This design comes from an exercise in tuning for small area on the open sky130 flow, not from production work. In this exercise RTL edits were held to simulation tests only and were not proved equivalent to the original. No activity file was given, so power comes from the tool's default toggle rates.

## rsc
module rsc #(
    parameter NUM_PINS        = 16,
    parameter PIN_CONTROL_MIN = 9,
    parameter ADC_CHANNEL     = 0,
    parameter DISPATCH_CYCLES = 20,
    parameter ROM_DEPTH       = 64
) (
    input  wire                clk,
    input  wire                rst_n,
    input  wire [63:0]         rom_data,
    output reg                 adc_req,
    output wire [7:0]          adc_chan,
    input  wire                adc_ack,
    input  wire [9:0]          adc_data,
    output wire [NUM_PINS-1:0] pwm_out,
    output reg  [1:0]          st_runstate,
    output reg  [3:0]          st_fault_code,
    output wire [15:0]         st_fault_pc,
    output reg                 st_pw_oor,
    output reg  [15:0]         st_pc,
    output wire [15:0]         st_s,
    output wire [15:0]         st_a,
    output wire [15:0]         st_w
);
    localparam [1:0] RS_RESET = 2'd0, RS_RUN = 2'd1, RS_HALTED = 2'd2, RS_FAULTED = 2'd3;
    localparam [3:0] F_ILLEGAL_CMD  = 4'd1, F_PC_RANGE    = 4'd2, F_SAMPLE_UNSET = 4'd3,
                     F_MAP_BOUNDS   = 4'd4, F_MAP_DIV0    = 4'd5, F_BAD_PIN      = 4'd6,
                     F_BOUNDS_UNSET = 4'd7, F_EMIT_DIV0   = 4'd8, F_PW_NEGATIVE  = 4'd9,
                     F_PW_OVERRUN   = 4'd10;
    localparam [3:0] OP_SAMPLE = 4'h1, OP_MAP = 4'h2, OP_EMIT = 4'h3, OP_INIT = 4'h4,
                     OP_LDS = 4'h5, OP_JMP = 4'h6, OP_HALT = 4'h7;
    localparam [1:0] PH_DISP = 2'd0,     
                     PH_SREAD = 2'd1,    
                     PH_SSET = 2'd2,     
                     PH_FRAME = 2'd3;    
    assign adc_chan = ADC_CHANNEL[7:0];
    function automatic [20:0] radd(input [20:0] a, input [20:0] b, input ci);
        integer i;
        reg c;
        begin
            c = ci;
            for (i = 0; i < 21; i = i + 1) begin
                radd[i] = a[i] ^ b[i] ^ c;
                c = (a[i] & b[i]) | (c & (a[i] ^ b[i]));
            end
        end
    endfunction
    function automatic [20:0] rsub(input [20:0] a, input [20:0] b);
        rsub = radd(a, ~b, 1'b1);
  ...
For scale: ~1300 cells after synthesis, roughly 0.012 sq mm of cells after synthesis.
Settings: LEC_CHECK=0, CAP_MARGIN=20, CORE_MARGIN=2, CORE_UTILIZATION=40, SLEW_MARGIN=20; clock period 200.0 ns.
standard.sh (not shown) runs the stock make flow with config.mk's settings and CLKGATE_MAP_FILE= SYNTH_SCRIPT=/design/flow/synth_recipe.tcl, a recipe that flattens the netlist after the stock synthesis.
==> flow/flow/run.sh <==
#!/bin/bash
# Layout flow: the standard ORFS flow (standard.sh, its synthesis unchanged) with two
# changes that only make the layout smaller:
#  - the port buffers that buffer_ports inserts on every input and output are buf_1 cells
#    instead of the default clkdlybuf4s50_1;
#  - clock tree synthesis uses clkbuf_8 buffers and no dummy loads.
# The make output goes to make.log; each ORFS step keeps its own log under orfs/logs/.
set -euo pipefail
WORK="$(cd "$(dirname "${BASH_SOURCE[0]}")/.." && pwd)"
cd "$WORK"
bash "$WORK/standard.sh" \
  "BUFFER_PORTS_ARGS=-buffer_cell sky130_fd_sc_hd__buf_1" \
  "CTS_ARGS=-sink_clustering_enable -repair_clock_nets -buf_list sky130_fd_sc_hd__clkbuf_8 -dont_use_dummy_load" \
  finish > "$WORK/make.log" 2>&1
test -s "$WORK/out/final.def"
Rerun with:
==> flow/flow/run.sh (replaced) <==
#!/bin/bash
# Layout flow: the standard ORFS flow (standard.sh) with changes that only make the
# layout smaller, none that changes what is laid out or measured:
#  - synthesis is the standard flow's own script (synth_recipe.tcl, which sources ORFS's synth.tcl)
#    with one change: ABC maps the combinational logic with flow/abc_area.script
#    (strash, dc2, dch -f, then ABC's area mapper amap; no buffering or up-sizing)
#    instead of abc_speed.script. Everything before ABC, the flip-flop mapping included, is unchanged,
#    so the registers are the standard synthesis's, with the same names and cells;
#  - the port buffers that buffer_ports puts on every input and output are buf_1 cells
#    instead of the default clkdlybuf4s50_1;
#  - clock tree synthesis uses clkbuf_8 buffers and no dummy loads.
# make's output goes to make.log; each ORFS step keeps its own log under orfs/logs/.
set -euo pipefail
WORK="$(cd "$(dirname "${BASH_SOURCE[0]}")/.." && pwd)"
cd "$WORK"
FLOWDIR="${FLOW_HOME:-/OpenROAD-flow-scripts/flow}"

# ORFS's synth.tcl, with the ABC script replaced right after the preamble sets abc_args
awk -v abc="$WORK/flow/abc_area.script" '
  { print }
  /^source \$::env\(SCRIPTS_DIR\)\/synth_preamble.tcl$/ { print "lset abc_args 1 " abc; n++ }
  END { if (n != 1) exit 1 }' "$FLOWDIR/scripts/synth.tcl" > "$WORK/synth_body.tcl"
# The standard flow's synthesis script, sourcing that copy instead of ORFS's synth.tcl
awk -v body="$WORK/synth_body.tcl" '
  $0 == "source $::env(SCRIPTS_DIR)/synth.tcl" { print "source " body; n++; next }
  { print }
  END { if (n != 1) exit 1 }' "$WORK/synth_recipe.tcl" > "$WORK/area_synth.tcl"

bash "$WORK/standard.sh" \
  "SYNTH_SCRIPT=$WORK/area_synth.tcl" \
  "BUFFER_PORTS_ARGS=-buffer_cell sky130_fd_sc_hd__buf_1" \
  "CTS_ARGS=-sink_clustering_enable -repair_clock_nets -buf_list sky130_fd_sc_hd__clkbuf_8 -dont_use_dummy_load" \
  finish > "$WORK/make.log" 2>&1
test -s "$WORK/out/final.def"
==> flow/flow/abc_area.script (new file) <==
strash
dc2
dch -f
amap
Result: Global-route usage grows by 4.2 points. Power shrinks by 55%. Synthesized cell count shrinks by 6.6%.

==> afterwards: timing with drivers on the ports <==
The results above use ideal ports. As a check the final layouts listed here were re-extracted and re-timed, cells and wires unchanged. Step 1 (the two cells are an assumption about what drives the block):
set clk [get_ports {clk}]
set_driving_cell -lib_cell sky130_fd_sc_hd__clkbuf_16 $clk
set_driving_cell -lib_cell sky130_fd_sc_hd__buf_2 [delete_from_list [all_inputs] $clk]
Step 2 adds t to the input delays and takes it off the output delays; t is the mean of the earliest and latest rising clock arrival at the registers after step 1. Input paths then give back, and output paths get back, about the clock's delay inside the block. Three values: ideal, step 1, step 2; two values: the first two.
| run | t (ns) | setup WS [ns] | worst setup path after step 2 | clock arrival spread, ns |
|---|---|---|---|---|
| the first run | 0.506 | 133.034 / 133.060 / 132.554 | input to register | 0.034 / 0.035 |
| the second run | 0.500 | 131.565 / 131.571 / 131.071 | input to register | 0.046 / 0.046 |
After both steps setup and hold are still met in every run listed. The setup slack of the second run, which loses most, moves by +0.006 ns with the drivers and by -0.494 ns with both steps.
